What follows belongs to an exercise in optimizing a design on an open flow for small area, a short achievable clock period and few clock cycles; a production flow would make more cautious choices. Function was checked by simulation only, so behaviour that the tests miss may differ from the original. Power is estimated from default activity; no workload was simulated.

==> flow/design.v <==
module fpmc_lutprog (
    input  wire        clk,
    input  wire        rst,           
    input  wire        cmd_valid,
    output wire        cmd_ready,
    input  wire [1:0]  cmd_variant,   
    input  wire [1:0]  cmd_role,      
    input  wire        cmd_fr,        
    input  wire        cmd_active,    
    input  wire        cmd_present,   
    input  wire [31:0] cmd_base,      
    input  wire [31:0] cmd_len,       
    input  wire [15:0] cmd_n,         
    output wire        mem_req_valid,
    input  wire        mem_req_ready,
    output wire [31:0] mem_addr,
    input  wire        mem_rvalid,
    input  wire [47:0] mem_rdata,
    output wire        ev_valid,
    input  wire        ev_ready,
    output wire [1:0]  ev_kind,       
    output wire [16:0] ev_index,
    output wire [31:0] ev_data,
    output wire        res_valid,
    input  wire        res_ready,
    output wire [3:0]  res_code,
    output wire [17:0] res_wcount
);
    reg        busy;        
    reg        res_v;
    reg        k_pal, k_gam, k_lut, k_go;
    reg        st;          
    reg        f_v3, gmx, d14;                      
    reg [15:0] nm1;         
    reg        ev_v;
    reg [29:0] ev_d;
    reg [16:0] ev_i;        
    reg [1:0]  ev_k;
    reg        pm;          
    reg        stp;         
    reg        mreq;
    reg [10:0] ahi;         
    reg [2:0]  alo;         
    reg [17:0] ax;
    reg [16:0] rr;
    reg [2:0]  outs;        
    reg        flush;       
    reg [2:0]  ucnt;        
    reg        rw;          
    reg        crdy;        
    reg        gsel;        
    reg [1:0]  rc;          
    reg [2:0]  rph;         
    reg [3:0]  cnt;
    reg [18:0] f;           
    reg [13:0] qs;
    wire [16:0] rs   = rr;           
    wire [17:0] rsm  = ax;           
    wire [16:0] rrem = rr;
    wire [31:0] raddr = {ahi, ax, alo};
    wire        c_pal   = (cmd_role == 2'd2);
    wire        c_lut   = cmd_present && !cmd_fr;
    wire [15:0] c_n16   = c_pal ? 16'd256 : cmd_n;
    wire [16:0] c_n     = c_pal ? 17'd256 : {1'b0, cmd_n};
    wire        c_leneq = (cmd_len[2:0] == 3'd0) && (cmd_len[31:19] == 13'd0) &&
                          (cmd_len[18:3] == (c_pal ? 16'd256 : cmd_n));
    wire [1:0]  c_kind  = c_pal ? 2'd0 : (cmd_role == 2'd1) ? 2'd2 : 2'd1;
    wire [3:0]  c_cnt   = c_pal ? 4'd8 : (cmd_variant == 2'd3 && cmd_role == 2'd0) ? 4'd14 : 4'd10;
    wire c_ok = (cmd_role != 2'd3) && (c_pal || (cmd_variant[1] && (cmd_n[15:1] != 15'd0))) &&
                (!c_lut || c_leneq);
    wire go   = k_go;
    wire lact = busy && go && k_lut;            
    wire ract = busy && go && !k_lut;           
    wire gmk  = (ev_k == 2'd3);
    wire [16:0] lastw = f_v3 ? {nm1, 1'b1} : {1'b0, nm1};
    reg         eqw;                                
    wire        tlast = ev_v && eqw;                    
    wire        gph   = tlast || pm;                    
    wire        half  = f_v3 && (ev_i[0] ^ ev_v);       
    wire        g2is2 = pm && (ev_i[1:0] == 2'd2);      
    wire        wend  = res_v || (gmx ? (gsel && ev_v && g2is2) : tlast);
    wire        wlast = gmx ? (gsel && g2is2) : eqw;    
    wire        gsel2 = (ev_i[0] ^ ev_v);               
    wire [16:0] wc_g  = {1'b0, nm1} + 17'd4;            
    wire ofree = !ev_v || ev_ready;
    wire cons  = ev_v && ev_ready;
    wire arrv  = mem_rvalid;
    wire fire  = mreq && mem_req_ready;
    wire rdy    = (rph == 3'd5);
    wire rstep  = ract && !wend && rdy && !half && !gph && stp;         
    wire rmain  = ract && !wend && (rdy || !stp) && !half && !gph;      
    wire rwav   = ract && !wend && (half || gph || rdy || !stp);
    wire lhalf  = lact && !wend && half;
    wire larr   = lact && !wend && !half && !flush;
    wire ld     = ofree && (rwav || lhalf || (larr && arrv));
    wire drop   = lact && arrv && !flush && !(ofree && !half);
    wire [16:0] ev_i_inc = ev_i + 17'd1;
    wire        fneg = f[18];
    wire        stepm = (rph >= 3'd4);                     
    wire [18:0] bop  = !fneg ? {rsm[17], rsm} :
                       stepm ? {2'b0, rs} : {2'b0, nm1, 1'b0};
    wire [18:0] sf   = f + bop;
    wire [13:0] q_cur = {ev_d[13:10] & {4{f_v3}}, ev_d[9:8] & {2{!k_pal}}, ev_d[7:0]};
    wire [14:0] q_add = {q_cur, 1'b1} + {qs, !fneg};
    wire [13:0] q_nxt = stp ? q_add[14:1] : 14'd0;
    wire [15:0] m_dec = nm1 - 16'd1;                  
    wire [15:0] msm1  = m_dec | {1'b0, m_dec[15:1]};
    wire [15:0] msm2  = msm1 | {2'b0, msm1[15:2]};
    wire [15:0] msm3  = msm2 | {4'b0, msm2[15:4]};
    wire [15:0] msm   = msm3 | {8'b0, msm3[15:8]};    
    reg  [4:0]  mbl;
    integer     bi;
    always @(*) begin
        mbl = 5'd0;
        for (bi = 0; bi < 16; bi = bi + 1)
            if (m_dec[bi]) mbl = bi[4:0] + 5'd1;
    end
    wire [4:0]  cdiff   = {1'b0, cnt} - mbl;           
    wire        skipall = cdiff[4];
    wire [18:0] twok    = (cnt == 4'd8) ? 19'd510 : (cnt == 4'd14) ? 19'd32766 : 19'd2046;
    reg  [18:0] f_nxt;
    always @(*) begin
        case (rph)
            3'd0:    f_nxt = skipall ? twok : {2'b0, msm, (cdiff[3:0] != 4'd0)};
            3'd1:    f_nxt = (cnt == 4'd0) ? sf : {sf[17:0], (cnt >= 4'd2)};
            3'd2:    f_nxt = fneg ? sf : f;
            3'd3:    f_nxt = {3'b0, nm1};
            default: f_nxt = sf;
        endcase
    end
    wire f_en_early = !busy || (!k_lut && (rph <= 3'd4));
    wire [15:0] mr = mem_rdata[15:0];
    wire [15:0] mg = mem_rdata[31:16];
    wire [15:0] mb = mem_rdata[47:32];
    wire [13:0] xr = k_pal ? {6'd0, mr[15:8]} : d14 ? mr[15:2] : {4'd0, mr[15:6]};
    wire [13:0] xg = k_pal ? {6'd0, mg[15:8]} : d14 ? mg[15:2] : {4'd0, mg[15:6]};
    wire [13:0] xb = k_pal ? {6'd0, mb[15:8]} : d14 ? mb[15:2] : {4'd0, mb[15:6]};
    wire [13:0] cr = k_lut ? xr : q_nxt;
    wire [13:0] cg = k_lut ? xg : q_nxt;
    wire [13:0] cb = k_lut ? xb : q_nxt;
    reg  [29:0] d_nxt;
    always @(*) begin
        if (gph) begin
            if (!k_lut)
                d_nxt = {14'd0, 16'hFFFF};
            else if (!gsel)
                d_nxt = {14'd0, mr};
            else if (gsel2)
                d_nxt = {14'd0, mg};
            else
                d_nxt = {14'd0, mb};
        end else if (half) begin
            d_nxt = {16'd0, k_lut ? qs : ev_d[13:0]};
        end else if (k_pal) begin
            d_nxt = {6'd0, cr[7:0], cg[7:0], cb[7:0]};
        end else if (f_v3) begin
            d_nxt = {cg, 2'd0, cb};
        end else begin
            d_nxt = {cr[9:0], cg[9:0], cb[9:0]};
        end
    end
    wire        pos2   = !rrem[16] && (rrem[15:1] != 15'd0);    
    wire        pos1   = !rrem[16] && (rrem[15:0] != 16'd0);    
    wire        unreq  = rw && (ucnt != 3'd0);
    wire [16:0] stop0  = gmx ? 17'h1FFFD : 17'd0;
    wire [16:0] stop1  = gmx ? 17'h1FFFE : 17'd1;
    wire        more_n = fire ? (rrem != stop1) : (rrem != stop0);
    wire [16:0] rrem_s = rrem + {{16{!rw}}, 1'b1};
    wire [28:0] raddr_s = raddr[31:3] + {{28{rw}}, 1'b1};
    wire [2:0]  outs_n = (fire && !arrv) ? outs + 3'd1 :
                         (!fire && arrv) ? outs - 3'd1 : outs;
    wire        flush_n = (flush || drop) && !(rw && (ucnt == 3'd0));
    wire        mreq_n  = (mreq && !mem_req_ready) ||
                          (lact && !flush_n && more_n && !outs_n[2] && !(f_v3 && fire));
    always @(posedge clk) begin
        if (rst) begin
            busy  <= 1'b0;
            crdy  <= 1'b1;
            res_v <= 1'b0;
            ev_v  <= 1'b0;
            mreq  <= 1'b0;
            outs  <= 3'd0;
            flush <= 1'b0;
            ucnt  <= 3'd0;
            rw    <= 1'b0;
        end else begin
            busy  <= busy ? !(res_v && res_ready) : cmd_valid;
            crdy  <= busy ? (res_v && res_ready) : !cmd_valid;
            res_v <= res_v ? !res_ready : (busy && (!go || (wlast && cons)));
            ev_v  <= ld || (ev_v && !ev_ready);
            outs  <= outs_n;
            flush <= flush_n;
            if (unreq)
                ucnt <= ucnt - 3'd1;
            else if (drop || (flush && arrv))
                ucnt <= ucnt + 3'd1;
            mreq  <= mreq_n;
            rw    <= flush_n && (outs_n == 3'd0) && !mreq_n;
        end
        if (!busy) begin
            k_pal   <= c_pal;
            k_gam   <= (cmd_role == 2'd1);
            rc      <= {!c_ok && (cmd_role != 2'd3), !c_ok};
            k_go    <= c_ok && cmd_active;
            f_v3    <= !c_pal && (cmd_variant == 2'd3);
            gmx     <= !c_pal && (cmd_variant == 2'd2) && (cmd_role == 2'd1);
            d14     <= !c_pal && (cmd_variant == 2'd3) && (cmd_role == 2'd0);
            k_lut   <= cmd_present && !cmd_fr;
            nm1     <= c_n16;
            cnt     <= c_cnt;
        end else if (rph == 3'd0) begin
            cnt     <= cdiff[3:0];
        end else if (rph == 3'd1) begin
            cnt     <= cnt - 4'd1;
        end
        if (ofree && !(ract && stp && !rdy && !half))    
            ev_d <= d_nxt;
        if (!busy)
            st <= cmd_valid;
        else
            st <= 1'b0;
        if (busy && st)
            nm1 <= m_dec;
        if (!busy || (ld && gph))
            gsel <= busy;
        if (!busy || cons)
            ev_i <= !busy ? 17'd0 :
                    (gmx && wlast) ? wc_g :
                    (gmx && eqw && !pm) ? 17'd0 : ev_i_inc;
        if (!busy || cons)
            eqw  <= busy && (ev_i_inc == lastw);
        if (!busy || (ld && gph))
            ev_k <= busy ? 2'd3 : c_kind;
        if (!busy || (cons && eqw))
            pm <= busy;
        if (!busy || (ofree && rmain))
            stp <= busy;
        if (f_en_early || (ofree && rstep))
            f <= busy ? f_nxt : 19'd3;
        if (!busy || (k_lut ? ((fire && pos2) || (unreq && pos1)) : (rph == 3'd0 || rph == 3'd3)))
            ax <= !busy ? (c_lut ? cmd_base[20:3] : ~{1'b0, c_n16, 1'b0}) :
                  k_lut ? raddr_s[17:0] : sf[17:0];
        if (!busy || (k_lut ? (ofree && lact && !half) : (rph == 3'd1)))
            qs <= !busy ? 14'd0 :
                  k_lut ? (d14 ? mr[15:2] : {4'd0, mr[15:6]}) : {qs[12:0], !sf[18]};
        if (!busy)
            rph <= 3'd0;
        else if (!k_lut && rph == 3'd0 && skipall)
            rph <= 3'd2;
        else if (!k_lut && (rph != 3'd1 || cnt == 4'd0) && !rdy)
            rph <= rph + 3'd1;
        if (!busy || (k_lut ? (fire || unreq) : (rph == 3'd2)))
            rr <= !busy ? c_n : k_lut ? rrem_s : (fneg ? sf[16:0] : f[16:0]);
        if (!busy || (fire && pos2) || (unreq && pos1))
            ahi <= busy ? raddr_s[28:18] : cmd_base[31:21];
        if (!busy)
            alo <= cmd_base[2:0];
    end
    assign cmd_ready     = crdy;
    assign mem_req_valid = mreq;
    assign mem_addr      = raddr;
    assign ev_valid      = ev_v;
    assign ev_kind       = ev_k;
    assign ev_index      = ev_i;
    assign ev_data       = {2'b00, ev_d};
    assign res_valid     = res_v;
    assign res_code      = {1'b0, rc, 1'b0};
    assign res_wcount    = {1'b0, ev_i};
endmodule
==> flow/flow/run.sh <==
#!/bin/bash
set -o pipefail
export BUFFER_PORTS_ARGS="-buffer_cell sky130_fd_sc_hd__buf_2"
export SETUP_SLACK_MARGIN="${MARGIN:-6.85}"
bash standard.sh > flow_standard.log 2>&1
st=$?
tail -3 flow_standard.log
exit $st
==> flow/standard.sh <==
#!/bin/bash
# synth_recipe.tcl (not shown) runs the flow's synth.tcl, then flattens the netlist and writes it again
# the make line also repeats each setting of config.mk as NAME=value (left out here)
make -C /OpenROAD-flow-scripts/flow DESIGN_CONFIG=/design/flow/config.mk WORK_HOME=/design/flow/orfs CLKGATE_MAP_FILE= SYNTH_SCRIPT=/design/flow/synth_recipe.tcl "${@:-finish}"
==> flow/config.mk <==
export PLATFORM = sky130hd
export DESIGN_NAME = fpmc_lutprog
export DESIGN_NICKNAME = fpmc_lutprog
export VERILOG_FILES = /design/flow/design.v
export SDC_FILE = /design/flow/constraint.sdc
export NUM_CORES = 4
export LEC_CHECK = 0
export CAP_MARGIN = 20
export CORE_MARGIN = 2
export CORE_UTILIZATION = 60
export PLACE_DENSITY = 0.75
export SLEW_MARGIN = 20
==> flow/constraint.sdc <==
create_clock -name core_clock -period 10.0 [get_ports {clk}]
set_input_delay 2.0000 -clock core_clock [delete_from_list [all_inputs] [get_ports {clk}]]
set_output_delay 2.0000 -clock core_clock [all_outputs]
set_load 0.01 [all_outputs]
==> summary.md <==
| Metric | Value |
|---|---|
| Synth Flop Type | `edfxtp_1` |
| Detailed Route Iter0 Violations | `2,954` |
| Hold slack | `between 0.5 and 0.6 ns` |
| Async SR Flop Fraction | `0%` |
| Vias per inst | `6.929` |
| Largest net degree at the start of global routing | `81` |
| Pre-antenna DRT Iters | `9` |
| Global placer's final weighted congestion | `0.9961` |
| Initial Utilization | `60.88%` |
| Worst hold stages | `2` |
| Hold Crit Class | `register to register` |
| Adder-Cell Fraction of Synth Area | `8.160%` |
| DR WL/cell | `~25 µm` |
| Area leader, netlist | `edfxtp_1` |
| Tcrit/Tclk final | `around half` |
| Comb pwr share | `64.5%` |
| Share of layout cells above drive strength 1 | `between 20 and 30%` |
| Crit path depth | `19` |
| Maximum VDD drop | `0.0001710 V` |
| First-pass GRT wire length | `94,640 µm` |
| Gate Count Post-Synth | `between 2,000 and 2,500` |
| Width of the die | `171.7 µm` |
| Slew at the pin with the worst max-slew slack | `1.094 ns` |
| Core ar. | `between 20,000 and 30,000 µm²` |
| DPL Wire Length | `45,060 µm` |
| Fill count | `1,965` |
| Clock sinks | `180` |
| Top cells by area, synth | `edfxtp_1, ha_1, a21oi_1, mux2i_1, nor2_1` |
| Pwr dens | `258.4 nW/µm²` |
| Netlist cell types | `80` |
| Syn-to-layout area delta | `26.74%` |
| Post-route ant nets | `0` |
| P_int | `2.881 mW` |
| Setup TNS | `0 ns` |
| CTS root buf | `clkbuf_16` |
| Crit start category | `register` |
| Net Switching | `approximately 2.6 mW` |
| EDFF count, synth | `between 150 and 200` |
| Cell row count | `61` |
| Largest family of logic cells by synthesized area | `compound AO/OA/AOI/OAI gates` |
| Status | `timing/DRC/antenna clean` |
| Crit path from | `nm1[2]` |
| Post-synthesis simple-gate area fraction | `18.69%` |
| TritonCTS clock tree | `built` |
| Clock skew | `about 0.014 ns` |
| Endpoints failing setup | `0` |
| Clock buffer depth | `2` |
| Max-Cap Viols | `0` |
| GRT Overall Usage | `42.27%` |
| Max-slew violation count | `0` |
| Post-layout min period | `4.832 ns` |
| Vias in the first global route | `16,572` |
| Clock power frac | `13.1%` |
| Crit path buf inv count | `3` |
| YS warnings | `1` |
| Post-synthesis sequential area ratio | `31.04%` |
| Cell breakdown of the critical path | `buf_4 -> nor3_4 -> nand3_4 -> xor2_1 -> a21boi_0 -> o21a_1 -> o21ai_1 -> a31oi_1 -> ha_2 -> inv_2 -> fa_2 -> a21o_1 -> a21oi_2 -> ha_1 -> or4b_4 -> buf_4 -> a221oi_2 -> a22oi_1 -> o21a_1` |
| Synth Area in XOR/XNOR | `7.062%` |
| Residual DRC | `0` |
| RSZ-0062 raised after global routing | `true` |
| Design area | `around 21,000 µm²` |
| H-tree Lvls | `4` |
| Worst skew pair latency | `0.48 ns` |
| CP max-delay cell | `or4b_4` |
| Reg area | `~5300 µm²` |
| Area of the multi-input gates | `12,240 µm²` |
| DRT Wirelength | `67,520 µm` |
| Initial antenna violation count | `1` |
| GRT overflow | `0` |
| Reg2reg start | `nm1[2]` |
| Syn Area/Cell | `roughly 8.4 µm²` |
| Mapped Area | `16,870 µm²` |
| Hold path startpoint | `ucnt[2]` |
| Slowest stage delay, CP | `0.56 ns` |
| Critical path peak fanout | `7` |
| Fin nets | `2,539` |
| Die H | `171.7 µm` |
| Critical path arrival | `5.06 ns` |
| Flops & latches, synth | `180` |
| Mux cell area share after synthesis | `6.113%` |
| Full die area | `~30,000 µm²` |
| FMAX | `207.0 MHz` |
| Reg power frac | `between 20 and 25%` |
| Hold Buf Count CTS | `0` |
| Crit-path leading delay family | `compound AO/OA/AOI/OAI gates` |
| Port bufs | `245` |
| Leakage | `just under 9 nW` |
| Worst R2R Path Depth | `19` |
| Yosys top cell area share | `29.02%` |
| Sw frac | `47.84%` |
| Top Ports | `251` |
| Cell Area, Placed | `18,290 µm²` |
| CTS buffer count | `17` |
| Clock Pin Slew Worst Setup and Hold Paths | `~0.08 ns` |
| Setup crit end kind | `register` |
| CP required | `10.23 ns` |
| Crit path kind | `register to register` |
| DR vias | `18,583` |
| Final Hold Viols | `0` |
| Synth Area in Compound Gates | `23.93%` |
| Slew margin rel. | `26.59%` |
==> cell families after synthesis <==
group | Yosys count
multiplexers | 101
adder cells (fa/ha/maj) | 107
flip-flops | 180
XOR/XNOR | 136
AND/OR/NAND/NOR | 661
other | 1
AO/OA/AOI/OAI | 629
buffers and inverters | 199
==> through the flow <==
| step | util (%) | setup WS (ns) | instances | total power, mW |
|---|---|---|---|---|
| floorplan | - | 5.242 | 2018 | 2.862 |
| global placement | 66.03 | 4.576 | 2519 | 3.547 |
| detailed placement | 66.03 | 4.492 | 2519 | 3.589 |
| CTS | 72.80 | 5.194 | 2632 | 4.695 |
| global route | 77.15 | 5.081 | 2681 | 5.680 |
| finish | 77.16 | 5.168 | 2682 | 5.525 |
==> final timing paths <==
path | end | slack [ns]
max reg2reg | f[12] | 5.17
min reg2reg | ucnt[2] | 0.55
min | ucnt[2] | 0.55
max | f[12] | 5.17
==> worst register-to-register path: cells and delay by family, from the launching register on <==
family,cells,cell delay (ns)
XOR/XNOR,1,0.34
AND/OR/NAND/NOR,3,1.05
flip-flops,1,0.43
AO/OA/AOI/OAI,9,1.56
adder cells (fa/ha/maj),3,0.82
buffers and inverters,3,0.40
==> power by group through the flow <==
stage | registers (mW) | logic [mW] | clock network [mW]
floorplan | 1.18 | 1.68 | 0
finish | 1.24 | 3.56 | 0.724
global route | 1.24 | 3.71 | 0.734
detailed placement | 1.25 | 2.34 | 0
global placement | 1.24 | 2.31 | 0
CTS | 1.22 | 2.77 | 0.710
==> timing repair <==
action / in CTS / in global routing
setup endpoints to repair: 165 / 127
buffers inserted: 79 / 47
gates cloned: 2 / 1
gates resized for setup: 133 / 149
pin swaps: 51 / 70
==> cells in the final DEF (no fill, tap or decap), drive strengths merged, types with 11 or more instances in the layout <==
master	n
nand4	23
a21o	32
nor3	30
a21oi	200
a22oi	22
inv	67
mux2i	85
a211oi	31
o31ai	16
a31oi	31
and2	11
o21ai	124
xor2	49
nor4	15
and3	13
nand2	182
nor2b	44
buf	387
nor2	210
nand2b	23
edfxtp	163
a311oi	13
o21a	19
o211ai	20
dfxtp	17
xnor2	87
clkbuf	19
nand3	51
mux2	16
ha	102
or3	19
==> cell usage after synthesis (13+ instances only) <==
cell	n
xnor2_1	87
a211oi_1	31
nand2b_1	23
clkbuf_1	86
mux2i_1	85
buf_4	22
o21a_1	19
inv_1	61
nand4_1	23
o21ai_0	124
o31ai_1	15
o211ai_1	20
or3_1	19
nor2b_1	44
a21o_1	32
dfxtp_1	17
nor3_1	29
a311oi_1	13
edfxtp_1	163
xor2_1	49
nor2_1	210
nor4_1	15
a31oi_1	31
nand3_1	51
a21oi_1	200
buf_1	26
and3_1	13
mux2_2	16
ha_1	102
nand2_1	182
a22oi_1	22
==> area by class of cell <==
class	count	share of cell area (%)
Antenna cell	1	0.01171
Clock buffer	17	1.990
Clock inverter	15	0.7550
Inverter	62	1.235
Multi-Input combinational cell	1639	57.27
Sequential cell	180	24.56
Tap cell	378	2.212
Timing Repair Buffer	390	11.97
==> registers in the layout, summed over array words and instances (netlist names), 4 cells and up <==
register,count
ev_i,17
ev_d,30
cnt,4
ax,18
nm1,16
qs,14
ahi,11
f,19
rr,17
==> per-layer routing <==
layer / track usage (%) / routed length, µm / vias up
li1: - / - / 8031
met1: 54.71 / 24750 / 8610
met2: 66.25 / 29470 / 1539
met3: 7.777 / 8275 / 401
met4: 24.47 / 5012 / 2
met5: 0 / 13 / -
Testbench counts, summed over its fixed seeds: cycles 37,339.

port drivers added, routing unchanged:
Ports are ideal in the flow. The routed layout listed here was re-timed in OpenROAD. Step 1 (the two cells are an assumption about what drives the block):
set clk [get_ports {clk}]
set_driving_cell -lib_cell sky130_fd_sc_hd__clkbuf_16 $clk
set_driving_cell -lib_cell sky130_fd_sc_hd__buf_2 [delete_from_list [all_inputs] $clk]
Step 2, shift: input delay + t, output delay - t, t = (earliest + latest rising clock arrival at the registers) / 2. This alone moves slack from input paths to output paths. a / b / c = ideal / step 1 / step 2; a / b = the first two.
t, ns: 0.522
setup slack, ns: 5.168 / 5.168 / 5.168
worst setup path after step 2: register to register
worst data-port slew with drivers (ns): 0.07
After both steps setup and hold are still met in this run. The setup slack of this run moves by 0.000 ns with the drivers and by 0.000 ns with both steps.
